Source: an optimization exercise on an open RTL-to-GDS flow (aim: small area, a short achievable clock period and few clock cycles). Production flows keep margins and buffers that such runs may drop.
Function was checked by simulation only, so behaviour that the tests miss may differ from the original.
Power is estimated from default activity; no workload was simulated.

File: design.v
module tgui_blit (
    input             clk,
    input             rst,
    input             cmd_valid,
    input      [7:0]  cmd_code,
    input      [7:0]  cmd_rop,
    input      [15:0] cmd_flags,
    input      [31:0] cmd_fg,
    input      [31:0] cmd_bg,
    input      [15:0] cmd_dst_x,
    input      [15:0] cmd_dst_y,
    input      [15:0] cmd_src_x,
    input      [15:0] cmd_src_y,
    input      [15:0] cmd_size_x,
    input      [15:0] cmd_size_y,
    input      [15:0] cmd_clip_left,
    input      [15:0] cmd_clip_top,
    input      [15:0] cmd_clip_right,
    input      [15:0] cmd_clip_bottom,
    input      [9:0]  cmd_rowoffset,
    input      [1:0]  cmd_bpp,
    input             pat_we,
    input      [5:0]  pat_addr,
    input      [7:0]  pat_data,
    output            busy,
    output            mem_req,
    output            mem_we,
    output     [19:0] mem_addr,
    output     [1:0]  mem_size,
    output     [31:0] mem_wdata,
    input             mem_ready,
    input             mem_rvalid,
    input      [31:0] mem_rdata
);
    localparam F_SRCPAT    = 1;
    localparam F_SRCDISP   = 2;
    localparam F_PATMONO   = 5;
    localparam F_SRCMONO   = 6;
    localparam F_YNEG      = 8;
    localparam F_XNEG      = 9;
    localparam F_YMAJ      = 10;
    localparam F_TRANSENA  = 12;
    localparam F_TRANSREV  = 13;
    localparam F_SOLIDFILL = 14;
    localparam S_IDLE     = 3'd0;
    localparam S_SRC_REQ  = 3'd1;
    localparam S_SRC_WAIT = 3'd2;
    localparam S_PIX      = 3'd3;
    localparam S_DST_REQ  = 3'd4;
    localparam S_DST_WAIT = 3'd5;
    localparam S_WR       = 3'd6;
    localparam S_ADV      = 3'd7;
    localparam M_BLT  = 2'd0;    
    localparam M_LINE = 2'd1;    
    localparam M_VEC  = 2'd2;    
    localparam SRC_DISP = 2'd0;
    localparam SRC_PAT  = 2'd1;
    localparam SRC_ZERO = 2'd2;
    reg [2:0] state;
    assign busy = (state != S_IDLE);
    reg [7:0] pat_mem [0:63];
    always @(posedge clk)
        if (pat_we)
            pat_mem[pat_addr] <= pat_data;
    reg [1:0]         mode;
    reg [1:0]         src_kind;
    reg               trans_en;     
    reg [7:0]         rop_s;
    reg [15:0]        flags_s;
    reg [31:0]        fg_s, bg_s;
    reg signed [31:0] size_x_s, size_y_s;
    reg signed [31:0] clip_l, clip_t, clip_r, clip_b;
    reg [31:0]        pitch_s;
    reg [1:0]         shift_s;
    reg signed [31:0] k1_s, k2_s;
    reg signed [31:0] x, y;
    reg signed [31:0] dx, dy, x0;
    reg [31:0]        src_off, dst_off, row_src, row_dst;
    reg signed [31:0] err;
    reg [31:0] src_v;
    reg [31:0] dst_v;
    wire [1:0]  in_shift = (cmd_bpp == 2'd0) ? 2'd0 : (cmd_bpp == 2'd1) ? 2'd1 : 2'd2;
    wire [31:0] in_pitch = {22'd0, cmd_rowoffset} << (2'd3 - in_shift);
    wire [31:0] in_dx    = {{16{cmd_dst_x[15]}}, cmd_dst_x};
    wire [31:0] in_dy    = {{16{cmd_dst_y[15]}}, cmd_dst_y};
    wire [31:0] in_sx    = {{16{cmd_src_x[15]}}, cmd_src_x};
    wire [31:0] in_sy    = {{16{cmd_src_y[15]}}, cmd_src_y};
    wire [31:0] in_src_off = in_sx + in_sy * in_pitch;
    wire [31:0] in_dst_off = in_dx + in_dy * in_pitch;
    wire        in_use_src = (((cmd_rop & 8'h33) ^ ((cmd_rop >> 2) & 8'h33)) != 8'h00);
    function [31:0] mix;
        input [7:0]  rop;
        input [31:0] d, p, s;
        integer i;
        begin
            for (i = 0; i < 32; i = i + 1)
                mix[i] = rop[{p[i], s[i], d[i]}];
        end
    endfunction
    wire [31:0] emask = (shift_s == 2'd0) ? 32'h000000ff :
                        (shift_s == 2'd1) ? 32'h0000ffff : 32'hffffffff;
    wire [2:0]  pat_px  = dx[2:0];
    wire [2:0]  pat_py  = dy[2:0];
    wire [7:0]  pat_row = pat_mem[{pat_py, 3'b000}];
    wire [7:0]  pat_byte = pat_mem[{pat_py, pat_px}];
    wire [31:0] pat_cur = flags_s[F_SOLIDFILL] ? fg_s :
                          flags_s[F_PATMONO]   ? (pat_row[3'd7 - pat_px] ? fg_s : bg_s) :
                                                 {24'd0, pat_byte};
    wire [31:0] zero_src = flags_s[F_SRCMONO] ? bg_s : 32'd0;
    wire [31:0] src_cur  = (mode != M_BLT)       ? fg_s :
                           (src_kind == SRC_DISP) ? src_v :
                           (src_kind == SRC_PAT)  ? pat_cur : zero_src;
    wire [31:0] pat_use  = (mode != M_BLT) ? fg_s : pat_cur;
    wire [31:0] line_off = dx + dy * pitch_s;
    wire [31:0] pix_off  = (mode == M_BLT) ? dst_off : line_off;
    wire clip_ok = (dx >= clip_l) && (dx <= clip_r) && (dy >= clip_t) && (dy <= clip_b);
    wire [31:0] trans_col = flags_s[F_TRANSREV] ? fg_s : bg_s;
    wire transparent = trans_en && flags_s[F_TRANSENA] &&
                       ((src_cur & emask) == (trans_col & emask));
    wire draw = clip_ok && !transparent;
    function [19:0] byte_addr;
        input [31:0] off;
        input [1:0]  sh;
        reg   [31:0] b;
        begin
            b = off << sh;
            byte_addr = b[19:0];
        end
    endfunction
    assign mem_req   = (state == S_SRC_REQ) || (state == S_DST_REQ) || (state == S_WR);
    assign mem_we    = (state == S_WR);
    assign mem_addr  = byte_addr((state == S_SRC_REQ) ? src_off : pix_off, shift_s);
    assign mem_size  = shift_s;
    assign mem_wdata = mix(rop_s, dst_v, pat_use, src_cur) & emask;
    wire signed [31:0] xdir = flags_s[F_XNEG] ? -32'sd1 : 32'sd1;
    wire signed [31:0] ydir = flags_s[F_YNEG] ? -32'sd1 : 32'sd1;
    wire [31:0] ypitch = flags_s[F_YNEG] ? (32'd0 - pitch_s) : pitch_s;
    reg signed [31:0] vsx, vsy;
    always @* begin
        case (flags_s[10:8])
            3'd0: begin vsx =  32'sd1; vsy =  32'sd0; end
            3'd1: begin vsx =  32'sd1; vsy = -32'sd1; end
            3'd2: begin vsx =  32'sd0; vsy = -32'sd1; end
            3'd3: begin vsx = -32'sd1; vsy = -32'sd1; end
            3'd4: begin vsx = -32'sd1; vsy =  32'sd0; end
            3'd5: begin vsx = -32'sd1; vsy =  32'sd1; end
            3'd6: begin vsx =  32'sd0; vsy =  32'sd1; end
            default: begin vsx = 32'sd1; vsy = 32'sd1; end
        endcase
    end
    always @(posedge clk) begin
        if (rst) begin
            state <= S_IDLE;
        end else begin
            case (state)
            S_IDLE: begin
                if (cmd_valid) begin
                    rop_s    <= cmd_rop;
                    flags_s  <= cmd_flags;
                    fg_s     <= cmd_fg;
                    bg_s     <= cmd_bg;
                    size_x_s <= {{16{cmd_size_x[15]}}, cmd_size_x};
                    size_y_s <= {{16{cmd_size_y[15]}}, cmd_size_y};
                    clip_l   <= {{16{cmd_clip_left[15]}},   cmd_clip_left};
                    clip_t   <= {{16{cmd_clip_top[15]}},    cmd_clip_top};
                    clip_r   <= {{16{cmd_clip_right[15]}},  cmd_clip_right};
                    clip_b   <= {{16{cmd_clip_bottom[15]}}, cmd_clip_bottom};
                    pitch_s  <= in_pitch;
                    shift_s  <= in_shift;
                    k1_s     <= in_sy;
                    k2_s     <= in_sx;
                    x        <= 32'sd0;
                    y        <= 32'sd0;
                    dx       <= in_dx;
                    dy       <= in_dy;
                    x0       <= in_dx;
                    err      <= {{16{cmd_size_x[15]}}, cmd_size_x};
                    src_off  <= in_src_off;
                    dst_off  <= in_dst_off;
                    row_src  <= in_src_off;
                    row_dst  <= in_dst_off;
                    trans_en <= 1'b0;
                    case (cmd_code)
                    8'h01: begin
                        mode     <= M_BLT;
                        trans_en <= 1'b1;
                        if (cmd_flags[F_SRCDISP]) begin
                            src_kind <= SRC_DISP;
                            state    <= S_SRC_REQ;
                        end else if (cmd_flags[F_SRCPAT]) begin
                            src_kind <= SRC_PAT;
                            state    <= S_PIX;
                        end else if (!in_use_src) begin
                            src_kind <= SRC_ZERO;
                            state    <= S_PIX;
                        end
                    end
                    8'h03: begin
                        mode     <= M_BLT;
                        size_y_s <= 32'sd0;
                        if (!cmd_flags[F_SRCDISP] && cmd_flags[F_SRCPAT]) begin
                            src_kind <= SRC_PAT;
                            state    <= S_PIX;
                        end else begin
                            src_kind <= SRC_DISP;
                            state    <= S_SRC_REQ;
                        end
                    end
                    8'h04: begin
                        mode  <= M_LINE;
                        state <= S_PIX;
                    end
                    8'h05, 8'h06: begin
                        mode  <= M_VEC;
                        state <= S_PIX;
                    end
                    default: ;
                    endcase
                end
            end
            S_SRC_REQ:
                if (mem_ready) state <= S_SRC_WAIT;
            S_SRC_WAIT:
                if (mem_rvalid) begin
                    src_v <= mem_rdata & emask;
                    state <= S_PIX;
                end
            S_PIX:
                state <= draw ? S_DST_REQ : S_ADV;
            S_DST_REQ:
                if (mem_ready) state <= S_DST_WAIT;
            S_DST_WAIT:
                if (mem_rvalid) begin
                    dst_v <= mem_rdata & emask;
                    state <= S_WR;
                end
            S_WR:
                if (mem_ready) state <= S_ADV;
            S_ADV: begin
                state <= (mode == M_BLT && src_kind == SRC_DISP) ? S_SRC_REQ : S_PIX;
                case (mode)
                M_BLT: begin
                    if (x + 32'sd1 > size_x_s) begin
                        x       <= 32'sd0;
                        y       <= y + 32'sd1;
                        row_src <= row_src + ypitch;
                        row_dst <= row_dst + ypitch;
                        src_off <= row_src + ypitch;
                        dst_off <= row_dst + ypitch;
                        dx      <= x0;
                        dy      <= dy + ydir;
                        if (y + 32'sd1 > size_y_s)
                            state <= S_IDLE;
                    end else begin
                        x       <= x + 32'sd1;
                        src_off <= src_off + xdir;
                        dst_off <= dst_off + xdir;
                        dx      <= dx + xdir;
                    end
                end
                M_LINE: begin
                    x <= x + 32'sd1;
                    if (x + 32'sd1 > size_y_s)
                        state <= S_IDLE;
                    if (err >= 0) begin
                        err <= err + k2_s;
                        dx  <= dx + xdir;
                        dy  <= dy + ydir;
                    end else begin
                        err <= err + k1_s;
                        if (flags_s[F_YMAJ]) dy <= dy + ydir;
                        else                 dx <= dx + xdir;
                    end
                end
                default: begin
                    x  <= x + 32'sd1;
                    dx <= dx + vsx;
                    dy <= dy + vsy;
                    if (x + 32'sd1 > size_y_s)
                        state <= S_IDLE;
                end
                endcase
            end
            endcase
        end
    end
endmodule
File: config.mk
export PLATFORM = sky130hd
export DESIGN_NAME = tgui_blit
export DESIGN_NICKNAME = tgui_blit
export VERILOG_FILES = /design/flow/design.v
export SDC_FILE = /design/flow/constraint.sdc
export NUM_CORES = 4
export LEC_CHECK = 0
export CAP_MARGIN = 20
export CORE_MARGIN = 2
export CORE_UTILIZATION = 40
export PLACE_DENSITY = 0.6
export SLEW_MARGIN = 20
File: run.sh
#!/bin/bash
# synth_recipe.tcl (not shown) runs the flow's synth.tcl, then flattens the netlist and writes it again
# the make line also repeats each setting of config.mk as NAME=value (left out here)
make -C /OpenROAD-flow-scripts/flow DESIGN_CONFIG=/design/flow/config.mk WORK_HOME=/design/flow/orfs CLKGATE_MAP_FILE= SYNTH_SCRIPT=/design/flow/synth_recipe.tcl finish
File: constraint.sdc
create_clock -name core_clock -period 12.0 [get_ports {clk}]
set_input_delay 2.4000 -clock core_clock [delete_from_list [all_inputs] [get_ports {clk}]]
set_output_delay 2.4000 -clock core_clock [all_outputs]
set_load 0.01 [all_outputs]
==> results.py <==
metrics = {
    "placement": {
        "dp_hpwl_um": 186500,
        "gp_congestion": 0.9129,
        "placed_cells": 10280,
        "dpl_worst_slack_ns": 1.235,
        "port-buffer-count": 370,
    },
    "clock_tree": {
        "cts_tree": "done",
        "cts_buffers": 130,
        "clkLatencyLatePin_ns": 0.82,
        "cts_num_sinks": 1066,
        "cts_buffer_depth": 3,
        "cts-root-buf": "clkbuf_16",
        "cts-hold-fix-buffers": 0,
        "clk_pin_slew_ns": 0.06,
        "htree_levels": 4,
    },
    "routing": {
        "via_per_inst": 5.700,
        "dr.pass1.iters": 8,
        "drt-initial-drc-count": 5315,
        "ant_nets": 0,
        "vias": 59970,
        "wirelength_um": 252200,
        "drc": 0,
        "wl_per_cell_um": 23.97,
    },
    "global_routing": {
        "grt_max_degree": 79,
        "grt_usage": 0.2420,
        "antenna_found_initial": 21,
        "grt_pass1_wl_um": 377600,
        "grt_pass1_vias": 60370,
        "grt_overflow": 0,
    },
    "yosys": {
        "yosys.area.top_type": "edfxtp_1",
        "synthDistinctLibCells": 97,
        "ys_ff_latch": 1066,
        "synthTopCellsByArea": "edfxtp_1 39%, fa_1 10%, ha_1 10%, mux4_2 4.8%, nand2_1 3.4%",
        "yosys_warnings": 1,
        "syn_area_um2": 81120,
        "ys_seq_area_frac": 0.3939,
        "synth_cells": 7403,
        "synth_edf_count": 1060,
        "async_flop_share": 0,
        "avgSynthCellArea_um2": 10.96,
        "synth.top_cell.area_share": 0.3924,
        "synthFlopType": "edfxtp_1",
    },
    "critical_path": {
        "r2r_slack_ns": 5.58,
        "startpoint_type": "flop",
        "arrival_ns": 9.04,
        "end_kind": "output port",
        "critPathKind": "flop to output port",
        "rr_worst_depth": 19,
        "critPathMaxFanout": 14,
        "r2r_start": "x[2]$_SDFFCE_PN0P_",
        "worstPathRequired_ns": 9.60,
    },
    "floorplan": {
        "die_w_um": 454.3,
        "core_area_um2": 201900,
        "die_h_um": 454.3,
        "dieArea_um2": 206400,
        "rows": 165,
        "pin_count": 377,
        "initial_core_util": 0.4017,
    },
    "final_layout": {
        "final_cells": 10520,
        "drive_above_1_share": 0.07982,
        "final_common_cell": "edfxtp_1",
        "synthToLayoutAreaGrowth_pct": 13.92,
        "finalNetCount": 9141,
        "layout_common_cells": "1060 x edfxtp_1, 738 x nand2_1, 725 x inv_1",
    },
    "sta": {
        "max_freq_ghz": 0.08744,
        "setup_violations": 0,
        "slew_headroom": 0.1820,
        "skew_ns": 0.05811,
        "worst_slack_ns": 0.5635,
        "maxSlewViolCount": 0,
        "period_minus_slack_ns": 11.44,
        "min_period_over_period": 0.9530,
        "hold_violations": 0,
        "grt_setup_unrepaired": "false",
        "worst_pin_slew_ns": 1.196,
        "hold-worst-slack_ns": 0.6414,
        "setup_tns_ns": 0,
    },
    "hold_path": {
        "worstHoldStart": "state[1]$_SDFFE_PP0P_",
        "min_to": "state[0]$_SDFFE_PP0P_",
        "worstHoldPathType": "flop to flop",
        "hold_depth": 2,
    },
    "run_status": {
        "status": "timing/DRC/antenna clean",
    },
    "power_and_ir_drop": {
        "p_leak_nw": 36.92,
        "powerDensity_nw_per_um2": 206.8,
        "peakVddDrop_v": 0.0003690,
        "p_total_mw": 19.11,
    },
    "flow_run": {
        "cap_viol_max_count": 0,
    },
}
-- where the power goes --
part,switching (mW),internal [mW],leakage (nW)
clock network,1.74,2.24,2.04
registers,0.162,4.80,9.80
logic,5.79,4.37,25.1
-- worst max-delay path by stage --
stage	start	to	slack (ns)	depth (start not counted)
floorplan	rst	row_dst[0]$_DFFE_PP_	2.46	5
global placement	pitch_s[3]$_DFFE_PP_	mem_addr[17]	1.24	26
detailed placement	pitch_s[3]$_DFFE_PP_	mem_addr[17]	1.23	26
CTS	pitch_s[3]$_DFFE_PP_	mem_addr[17]	0.33	26
global route	pitch_s[3]$_DFFE_PP_	mem_addr[17]	0.16	26
finish	pitch_s[3]$_DFFE_PP_	mem_addr[17]	0.56	26
-- critical path, cell delays in order (launching register included) --
cell and delay [ns]:
edfxtp_1 0.62, buf_4 0.27, and2_1 0.16, fa_1 0.51, inv_1 0.06, fa_1 0.54
inv_1 0.06, fa_1 0.54, inv_1 0.05, fa_1 0.49, inv_1 0.04, ha_1 0.29
ha_1 0.32, fa_1 0.54, inv_1 0.06, fa_1 0.53, inv_1 0.04, ha_1 0.33
o21a_1 0.13, a2111o_1 0.45, a41oi_1 0.29, xnor2_1 0.15, nand2_1 0.10, a31oi_1 0.37
a21oi_1 0.12, o21ai_1 0.50, clkdlybuf4s50_1 0.65
-- final cells by class --
| class | count | area [um2] |
|---|---|---|
| clock buffers | 152 | 3357 |
| fillers | 18500 | 109500 |
| multi-input cells | 5314 | 45350 |
| clock inverters | 79 | 933.4 |
| inverters | 730 | 2744 |
| diodes | 6 | 15.01 |
| well taps | 2672 | 3343 |
| repair buffers | 502 | 4710 |
| flip-flops and latches | 1066 | 31950 |
-- registers in the layout, indices dropped and copies added (netlist names), 20 cells and up, named ones only --
signal	flops
src_off	20
fg_s	32
dx	32
y	32
dy	32
dst_off	20
row_src	20
row_dst	20
dst_v	32
x	32
bg_s	32
src_v	32
err	32
pat_mem	512
-- synthesized netlist by cell type (all sizes together) (83+ instances only) --
cell type	n
nand2	739
fa	421
xnor2	270
a21oi	330
buf	83
edfxtp	1060
xor2	107
clkbuf	239
a21o	130
o21ai	336
nand3	126
and2	312
nor2	370
inv	728
mux2i	192
nor2b	84
ha	656
mux4	172
-- cell families after synthesis --
kind of cell,after synthesis,synth area share
compound gates,1365,0.1090
other cells,2,0.00009258
buf+inv,1052,0.05081
fa+ha+maj,1077,0.2051
xor+xnor,377,0.04071
mux,405,0.07714
flops,1066,0.3939
simple gates,2059,0.1233
-- repair_timing --
item                       CTS  global route
setup buffers                0             0
resized for setup            0             1
setup endpoints to repair    0             1
-- stage by stage --
stage | area, um2 | utilization
after global placement | 88040 | 0.4360
after detailed placement | 88070 | 0.4362
after floorplan | 81230 | -
after CTS | 92360 | 0.4574
after global routing | 92400 | 0.4577
final | 92400 | 0.4577
-- layer usage --
layer  GRT usage  up-vias  share of wire
li1            -    27140              -
met3     0.04008      510          0.073
met2      0.3958     2378           0.47
met4      0.1061        2          0.047
met1      0.3160    29950           0.41
met5           0        -       0.000052
Testbench counts, summed over its fixed seeds: cycles 1,063,818.

-- static timing again, ports no longer ideal --
No port has a modelled driver above. Below, the same layout with a new extraction and two added sets of constraints.
Step 1 (the two cells are an assumption about what drives the block):
set clk [get_ports {clk}]
set_driving_cell -lib_cell sky130_fd_sc_hd__clkbuf_16 $clk
set_driving_cell -lib_cell sky130_fd_sc_hd__buf_2 [delete_from_list [all_inputs] $clk]
Step 2 also shifts input and output timing later by t, the mid clock arrival at the registers, as if the neighbouring blocks saw the same clock.
a / b / c = ideal ports / drivers / drivers and shift; a / b = the first two.
t, ns: 0.876
slack for setup (ns): 0.563 / 0.475 / 1.351
worst hold slack (ns): 0.641 / 0.641 / 0.641
After both steps setup and hold are still met in this run. The setup slack of this run moves by -0.088 ns with the drivers and by +0.788 ns with both steps.
